What follows belongs to an exercise in optimizing a design on an open flow for small area; a production flow would make more cautious choices.
In this exercise RTL edits were held to simulation tests only and were not proved equivalent to the original.
Power is estimated from default activity; no workload was simulated.

===== flow/design.v =====
module keyscan_key (
    input  wire [34:0] rec,
    input  wire        sample,
    input  wire        init,       
    input  wire        step,       
    input  wire        force_ch,   
    input  wire [15:0] cfg_np,
    input  wire [15:0] cfg_nr,
    input  wire [15:0] cfg_l1,
    input  wire [15:0] cfg_l2,
    input  wire [15:0] cfg_l3,
    input  wire [15:0] cfg_ndc,
    output wire [34:0] rec_nx,
    output wire        is_held,    
    output wire        is_cand,    
    output wire        emit,
    output wire [2:0]  emit_kind,
    output wire [2:0]  emit_state
);
    localparam [1:0] M_PD = 2'd0, M_P = 2'd1, M_RD = 2'd2, M_WS = 2'd3;
    wire [2:0]  t     = rec[34:32];
    wire [15:0] cnt_a = rec[31:16];
    wire [15:0] cnt_b = rec[15:0];
    wire        pk = (t[1:0] == 2'b11);
    wire [1:0]  m  = pk ? cnt_b[4:3] : {t[2], ~t[2]};
    wire [2:0]  c  = pk ? cnt_b[2:0] : {1'b0, t[1:0]};
    wire        s  = sample;
    wire in_pd = (m == M_PD);
    wire in_p  = (m == M_P);
    wire in_rd = (m == M_RD);
    wire in_ws = (m == M_WS);
    wire c_idle = (c == 3'd7);    
    wire c_pdi  = (c == 3'd6);    
    wire c_lp   = ~c[2] & ~(c[1] & c[0]);   
    wire c_ch   = (c == 3'd5);
    wire [15:0] cnt  = in_p ? cnt_b : cnt_a;
    wire [15:0] inc  = cnt + 16'd1;
    reg [15:0] thr;
    always @* begin
        case (m)
            M_PD: thr = cfg_np;
            M_RD: thr = cfg_nr;
            M_WS: thr = cfg_ndc;
            default: thr = (c[1] ? cfg_l3 : (c[0] ? cfg_l2 : cfg_l1));
        endcase
    end
    wire reach = (inc >= thr);
    wire pd_cnt   = in_pd & ~c_idle & s;            
    wire confirm  = pd_cnt & reach;
    wire p_cnt    = in_p & s;
    wire p_up     = p_cnt & c_lp & reach;            
    wire idl_cnt  = (in_rd | in_ws) & ~s;             
    wire idl_end  = idl_cnt & reach;
    wire ws_emit  = in_ws & idl_end;
    reg [1:0] sm;
    reg [2:0] sc;
    always @* begin
        sm = m;
        sc = c;
        if (in_pd) begin
            if (c_idle) begin
                if (s) sc = 3'd6;
            end else if (s) begin
                if (reach) begin
                    sm = M_P;
                    sc = c_pdi ? 3'd0 : 3'd4;
                end
            end else if (c_pdi) begin
                sc = 3'd7;
            end else begin
                sm = M_WS;
            end
        end else if (in_p) begin
            if (s) begin
                if (p_up) sc = c + 3'd1;
            end else begin
                sm = M_RD;
            end
        end else if (in_rd) begin
            if (s) sm = M_P;
            else if (reach) begin
                if (c_ch) begin
                    sm = M_PD;
                    sc = 3'd7;
                end else begin
                    sm = M_WS;
                end
            end
        end else begin
            if (s) sm = M_PD;
            else if (reach) begin
                sm = M_PD;
                sc = 3'd7;
            end
        end
    end
    reg [1:0] n_m;
    reg [2:0] n_c;
    always @* begin
        n_m = m;
        n_c = c;
        if (init) begin
            n_m = M_PD;
            n_c = 3'd7;
        end else if (force_ch) begin
            if (in_p) n_c = 3'd5;
        end else if (step) begin
            n_m = sm;
            n_c = sc;
        end
    end
    wire clr_a = step & ((in_pd & c_idle & s) | (in_p & ~s) | idl_end | (in_ws & s));
    wire inc_a = step & (pd_cnt | idl_cnt);
    wire clr_b = step & confirm;
    wire inc_b = step & p_cnt;
    wire [15:0] n_a = clr_a ? 16'd0 : (inc_a ? inc : cnt_a);
    wire [15:0] n_b = clr_b ? 16'd0 : (inc_b ? inc : cnt_b);
    assign emit       = step & (confirm | p_up | ws_emit);
    assign emit_kind  = in_ws ? c + 3'd1 : (in_p ? c + 3'd2 : 3'd1);
    assign emit_state = in_p ? c + 3'd3 : (in_ws ? 3'd0 : 3'd2);
    assign is_held = (n_m == M_P);
    assign is_cand = is_held && (n_c != 3'd5);
    wire n_unpacked = (n_m[0] ^ n_m[1]) & ~n_c[2] & ~(n_c[1] & n_c[0]);
    assign rec_nx = n_unpacked ? {n_m[1], n_c[1:0], n_a, n_b}
                               : {3'b011, n_a, n_b[15:5], n_m, n_c};
endmodule
module keyscan16 (
    input  wire        clk,
    input  wire        rst,
    input  wire [15:0] cfg_np,
    input  wire [15:0] cfg_nr,
    input  wire [15:0] cfg_l1,
    input  wire [15:0] cfg_l2,
    input  wire [15:0] cfg_l3,
    input  wire [15:0] cfg_ndc,
    input  wire        scan,
    input  wire [15:0] keys,
    input  wire        clear,
    output wire        ready,
    output wire [7:0]  ev_key,
    output wire [2:0]  ev_kind,
    output wire [3:0]  ev_state,
    output reg  [15:0] ev_mask
);
    localparam integer RW = 35;
    localparam integer NT = 2;
    localparam integer W  = 16 / NT;
    localparam integer CW = 3;   
    localparam [1:0] MD_IDLE = 2'd0, MD_INIT = 2'd1, MD_PASS = 2'd2, MD_FORCE = 2'd3;
    reg [16*RW-1:0] ring;
    reg [3:0]       phase;
    reg [1:0]       mode;
    reg [CW-1:0]    cnt;
    reg [15:0]      samp;
    reg [1:0]       cands;
    reg             anyheld;
    reg             emitted;
    reg             active;
    reg             ev_none;
    reg [3:0]       ev_idx;
    reg [2:0]       ev_k;
    reg [2:0]       ev_s;
    assign ev_key   = {{4{ev_none}}, ev_idx};
    assign ev_kind  = ev_k;
    assign ev_state = {1'b0, ev_s};
    assign ready = (mode == MD_IDLE);
    wire accept_scan  = ready & scan;
    wire accept_clear = ready & clear;
    wire busy     = (mode == MD_PASS);
    wire win_last = (cnt == W - 1);
    wire [RW-1:0] tail   [0:NT-1];
    wire [NT-1:0] t_held, t_cand, t_emit;
    wire [2:0]    t_kind [0:NT-1];
    wire [2:0]    t_st   [0:NT-1];
    wire [3:0]    t_idx  [0:NT-1];
    genvar g;
    generate
        for (g = 0; g < NT; g = g + 1) begin : tap
            assign t_idx[g] = phase + g * W;
            keyscan_key u_step (
                .rec(ring[g*W*RW +: RW]), .sample(samp[t_idx[g]]),
                .init(mode == MD_INIT), .step(busy), .force_ch(mode == MD_FORCE),
                .cfg_np(cfg_np), .cfg_nr(cfg_nr), .cfg_l1(cfg_l1), .cfg_l2(cfg_l2),
                .cfg_l3(cfg_l3), .cfg_ndc(cfg_ndc),
                .rec_nx(tail[g]), .is_held(t_held[g]), .is_cand(t_cand[g]),
                .emit(t_emit[g]), .emit_kind(t_kind[g]), .emit_state(t_st[g])
            );
        end
    endgenerate
    reg [16*RW-1:0] ring_nx;
    integer j;
    always @* begin
        ring_nx = {ring[RW-1:0], ring[16*RW-1:RW]};
        for (j = 0; j < NT; j = j + 1)
            ring_nx[((j * W + 15) % 16) * RW +: RW] = tail[j];
    end
    reg [15:0] samp_nx;
    always @* begin
        samp_nx = samp;
        if (busy)
            for (j = 0; j < NT; j = j + 1)
                samp_nx[t_idx[j]] = t_held[j];
    end
    reg [1:0] cands_nx;
    reg       held_nx;
    reg       em_nx;
    reg [3:0] idx_nx;
    reg [2:0] k_nx, s_nx;
    always @* begin
        cands_nx = cands;
        held_nx  = anyheld;
        em_nx    = emitted;
        idx_nx   = ev_idx;
        k_nx     = ev_k;
        s_nx     = ev_s;
        for (j = 0; j < NT; j = j + 1) begin
            if (t_cand[j] && cands_nx != 2'd2) cands_nx = cands_nx + 2'd1;
            held_nx = held_nx | t_held[j];
            if (t_emit[j] && (!em_nx || t_idx[j] > idx_nx)) begin
                em_nx  = 1'b1;
                idx_nx = t_idx[j];
                k_nx   = t_kind[j];
                s_nx   = t_st[j];
            end
        end
    end
    wire combo_press   = (cands_nx == 2'd2);
    wire combo_release = !combo_press && active && !held_nx;
    always @(posedge clk) begin
        ring  <= ring_nx;
        phase <= rst ? 4'd0 : phase + 4'd1;
        if (accept_scan)
            samp <= keys;
        else
            samp <= samp_nx;
        if (accept_scan) begin
            cands   <= 2'd0;
            anyheld <= 1'b0;
            emitted <= 1'b0;
        end else begin
            cands   <= cands_nx;
            anyheld <= held_nx;
            emitted <= em_nx;
        end
    end
    always @(posedge clk) begin
        if (rst) begin
            mode     <= MD_INIT;
            cnt      <= {CW{1'b0}};
            active   <= 1'b0;
            ev_none  <= 1'b1;
            ev_idx   <= 4'hF;
            ev_k     <= 3'd0;
            ev_s     <= 3'd0;
            ev_mask  <= 16'd0;
        end else begin
            cnt <= (mode == MD_IDLE || win_last) ? {CW{1'b0}} : cnt + 1'b1;
            case (mode)
                MD_IDLE: if (accept_scan) mode <= MD_PASS;
                MD_PASS: if (win_last) mode <= combo_press ? MD_FORCE : MD_IDLE;
                default: if (win_last) mode <= MD_IDLE;
            endcase
            if (accept_clear) begin
                ev_none <= 1'b1;
                ev_idx  <= 4'hF;
                ev_k    <= 3'd0;
                ev_s    <= 3'd0;
                ev_mask <= 16'd0;
            end
            if (busy) begin
                if (win_last && combo_press) begin
                    active  <= 1'b1;
                    ev_none <= 1'b1;
                    ev_idx  <= 4'hF;
                    ev_k    <= 3'd6;
                    ev_s    <= 3'd6;
                    ev_mask <= samp_nx;
                end else if (win_last && combo_release) begin
                    active  <= 1'b0;
                    ev_none <= 1'b1;
                    ev_idx  <= 4'hF;
                    ev_k    <= 3'd7;
                    ev_s    <= 3'd0;
                    ev_mask <= 16'd0;
                end else if (em_nx) begin
                    ev_none <= 1'b0;
                    ev_idx  <= idx_nx;
                    ev_k    <= k_nx;
                    ev_s    <= s_nx;
                    ev_mask <= 16'd0;
                end
            end
        end
    end
endmodule

===== flow/run.sh =====
#!/bin/bash
# synth_recipe.tcl (not shown) runs the flow's synth.tcl, then flattens the netlist and writes it again
# the make line also repeats each setting of config.mk as NAME=value (left out here)
make -C /OpenROAD-flow-scripts/flow DESIGN_CONFIG=/design/flow/config.mk WORK_HOME=/design/flow/orfs CLKGATE_MAP_FILE= SYNTH_SCRIPT=/design/flow/synth_recipe.tcl finish

===== flow/config.mk =====
export PLATFORM = sky130hd
export DESIGN_NAME = keyscan16
export DESIGN_NICKNAME = keyscan16
export VERILOG_FILES = /design/flow/design.v
export SDC_FILE = /design/flow/constraint.sdc
export NUM_CORES = 8
export LEC_CHECK = 0
export CAP_MARGIN = 20
export CORE_MARGIN = 2
export CORE_UTILIZATION = 40
export SLEW_MARGIN = 20

===== flow/constraint.sdc =====
create_clock -name core_clock -period 12.0 [get_ports {clk}]
set_input_delay 2.4000 -clock core_clock [delete_from_list [all_inputs] [get_ports {clk}]]
set_output_delay 2.4000 -clock core_clock [all_outputs]
set_load 0.01 [all_outputs]

==> impl_metrics.env <==
export IMPL_synth_area_top_cells="dfxtp_1 (60%), ha_1 (4.0%), mux2i_1 (3.9%)"
export IMPL_drc_errors=0
export IMPL_ys_top_cells_by_count="dfxtp_1 (617), nand2_1 (207), nor2_1 (138)"
export IMPL_antenna_found_initial=0
export IMPL_worst_pin_slew_ns=1.10
export IMPL_yosysMostFrequentCell="dfxtp_1"
export IMPL_setup_viol=0
export IMPL_cts_hold_buf=0
export IMPL_ys_ff_latch=617
export IMPL_fin_crit_ns=9.42
export IMPL_rsz0062_at_grt="no"
export IMPL_dpl_worst_slack_ns=2.78
export IMPL_ir_drop_mv=0.118
export IMPL_cp_common_cell="nand2_1"
export IMPL_hold_violations=0
export IMPL_status="timing/DRC/antenna clean"
export IMPL_fillCellCount=4664
export IMPL_regArea_mm2=0.0124
export IMPL_final_nets=2242
export IMPL_clk_pin_slew_ns=0.06
export IMPL_syn_to_final_growth_pct=20.5
export IMPL_powerDensity_mw_per_mm2=168
export IMPL_p_leak_nw=10.0
export IMPL_crit_path_max_incr_delay_ns=0.85
export IMPL_skew_ns=0.0249
export IMPL_place_detailed_hpwl_um=39800
export IMPL_drt_wl_total_um=56400
export IMPL_cts_sinks=617
export IMPL_setup_worst_path_end_class="flip-flop"
export IMPL_cts_tree="built"
export IMPL_wl_per_cell_um=20.2
export IMPL_initial_core_util_pct=40.3
export IMPL_grt_pass1_wl_um=84700
export IMPL_yosysSeqAreaShare_pct=60.1
export IMPL_whs_endpoint="ring[203]"
export IMPL_cts_buffers=58
export IMPL_grt_total_usage_pct=20.9
export IMPL_core_area_mm2=0.0510
export IMPL_grt_start_max_net_pins=45
export IMPL_grt_pass1_vias=14400
export IMPL_avgSynthCellArea_um2=10.7
export IMPL_h_tree_depth=2
export IMPL_drive_gt1_share_pct=8.59
export IMPL_hp_class="reg2reg"
export IMPL_cts_resized=0
export IMPL_maxSlewViolCount=0
export IMPL_synth_fp_nets=2108
export IMPL_cp_required_ns=12.55
export IMPL_slowest_stage="nand2_1"
export IMPL_netlist_instances=1926
export IMPL_hold_start="ring[238]"
export IMPL_clock_latency_ns=0.62
export IMPL_fin_crit_sh_pct=78.5
export IMPL_arrival_ns=9.97
export IMPL_ant_nets=0
export IMPL_gp_congestion=0.874
export IMPL_cp_start_kind="flip-flop"
export IMPL_regToRegSetupSlack_ns=2.58
export IMPL_clock_root_buffer="clkbuf_16"
export IMPL_synth_largest_area_cell="dfxtp_1"
export IMPL_multiInputGateArea_mm2=0.00768
export IMPL_tns_ns=0
export IMPL_cap_violations=0
export IMPL_synth_flop_cell="dfxtp_1"
export IMPL_drt_iter0_drc=1278
export IMPL_drt_pass1_iter_count=6
export IMPL_vias=14900
export IMPL_port_buffers=146
export IMPL_die_x_um=231
export IMPL_rows=83
export IMPL_clockBufferDepth=3
export IMPL_synth_edf_count=0
export IMPL_placed_cells=2680
export IMPL_ys_warnings_count=2
export IMPL_fmax_mhz=106
export IMPL_final_cells=2786
export IMPL_slew_headroom_pct=26.2
export IMPL_fp_dieH_um=231
export IMPL_reg2reg_from="ring[3]"
export IMPL_r2r_cells=34
export IMPL_vias_per_cell=5.34
export IMPL_antennaDiodeCount=0
export IMPL_critPathMaxFanout=24
export IMPL_worstReg2RegEnd="ev_s[2]"
export IMPL_crit_type="reg2reg"
export IMPL_grt_ovfl_total=0
export IMPL_hold_depth=0
export IMPL_setup_ws_ns=2.58
export IMPL_post_cts_buffers=0
export IMPL_io_pins=148
export IMPL_cp_startpoint="ring[3]"
export IMPL_synthArstFlopShare_pct=0
export IMPL_die_area_mm2=0.0532
export IMPL_yosys_area_top_type_share_pct=60.1
export IMPL_ys_types=91
export IMPL_syn_area_mm2=0.0205
layout by cell type (no fill, tap or decap), types with 9 or more instances in the layout:
cell,n
clkdlybuf4s50_1,146
a22oi_1,11
nand2b_1,16
nor2b_1,10
a211oi_1,12
a31oi_1,23
inv_1,30
clkinv_2,12
nor3_1,14
o22ai_1,9
nand2_1,207
a221oi_1,9
a21oi_1,117
bufinv_16,9
o21ai_0,89
dfxtp_1,617
and2_1,15
ha_1,66
a21o_1,9
buf_4,28
a222oi_1,32
clkbuf_16,58
o21a_1,10
a21boi_0,31
mux2i_1,81
nand3_1,82
nor2_1,134
and3_1,9
xnor2_1,21
o31a_1,12
xor2_1,15
worst max-delay path by stage:
stage | slack [ns] | depth (start not counted) | end
3_3_place_gp | 3.07 | 35 | ev_s[2]
5_1_grt | 1.93 | 34 | ev_s[2]
2_1_floorplan | 3.92 | 39 | ev_mask[4]
6_report | 2.58 | 34 | ev_s[2]
3_5_place_dp | 2.78 | 34 | ev_s[2]
4_1_cts | 2.75 | 34 | ev_s[2]
flip-flops by register name (all words and copies together) (netlist names):
name     count
ev_mask     16
ev_k         3
cnt          3
active       1
anyheld      1
ev_idx       4
cands        2
ev_none      1
mode         2
emitted      1
phase        4
samp        16
ring       560
ev_s         3
report_power, final:
part           internal (mW)  leakage [nW]  total (mW)  switching (mW)
Sequential              2.06          5.03        2.07         0.00963
Clock                   1.14          1.01        1.93           0.789
Combinational         0.0764          3.98       0.157          0.0810
layer usage:
layer | part of all wire (%) | GRT usage (%) | up-vias
met4 | 3.1 | 7.32 | 0
met3 | 8.0 | 4.53 | 98
li1 | - | - | 7054
met1 | 44 | 28.1 | 7117
met2 | 45 | 33.2 | 619
met5 | 0 | 0 | -
worst max-delay path: cells and delay by family (launching register included):
family / cells / cell delay, ns
XOR/XNOR: 1 / 0.21
adder cells (fa/ha/maj): 3 / 0.84
AND/OR/NAND/NOR: 15 / 3.54
flip-flops: 1 / 0.56
AO/OA/AOI/OAI: 14 / 3.77
multiplexers: 1 / 0.42
layout make-up:
type	instances	share of cell area (%)
Sequential cell	617	49.9
Multi-Input combinational cell	1173	31.0
Timing Repair Buffer	174	6.75
Clock buffer	70	6.37
Tap cell	680	3.44
Clock inverter	36	1.97
Inverter	36	0.546
through the flow:
| step | total power, mW | utilization, % | cell area, um^2 | hold WS [ns] |
|---|---|---|---|---|
| floorplan | 2.19 | - | 20500 | 0.310 |
| global placement | 2.27 | 44.5 | 22700 | 0.310 |
| detailed placement | 2.27 | 44.5 | 22700 | 0.312 |
| CTS | 4.19 | 48.5 | 24700 | 0.314 |
| global route | 4.29 | 48.5 | 24800 | 0.322 |
| finish | 4.15 | 48.5 | 24800 | 0.313 |
cell families (layout without fill, tap and decap cells):
logic type	Yosys count	in the layout	synth area share [%]
compound gates	453	453	15.2
xor+xnor	36	36	1.54
fa+ha+maj	67	67	4.07
buf+inv	136	316	2.70
flops	617	617	60.1
mux	93	93	4.95
other cells	1	1	0.0183
simple gates	523	523	11.4

[static timing again, ports no longer ideal]
The results above use ideal ports. As a check the final layout listed here was re-extracted and re-timed, cells and wires unchanged.
Step 1 (the two cells are an assumption about what drives the block):
set clk [get_ports {clk}]
set_driving_cell -lib_cell sky130_fd_sc_hd__clkbuf_16 $clk
set_driving_cell -lib_cell sky130_fd_sc_hd__buf_2 [delete_from_list [all_inputs] $clk]
Step 2 times the ports against the registers' clock, not the clock port: input delays grow and output delays shrink by t, the midpoint of the rising clock arrivals with the driver on.
Three values: ideal, step 1, step 2; two values: the first two.
shift t [ns]: 0.665
setup slack, ns: 2.581 / 2.581 / 2.581
worst hold slack (ns): 0.313 / 0.313 / 0.313
worst setup path after step 2: register to register
cell pins on the clock port's net: 1
After both steps setup and hold are still met in this run. The setup slack of this run moves by 0.000 ns with the drivers and by 0.000 ns with both steps.
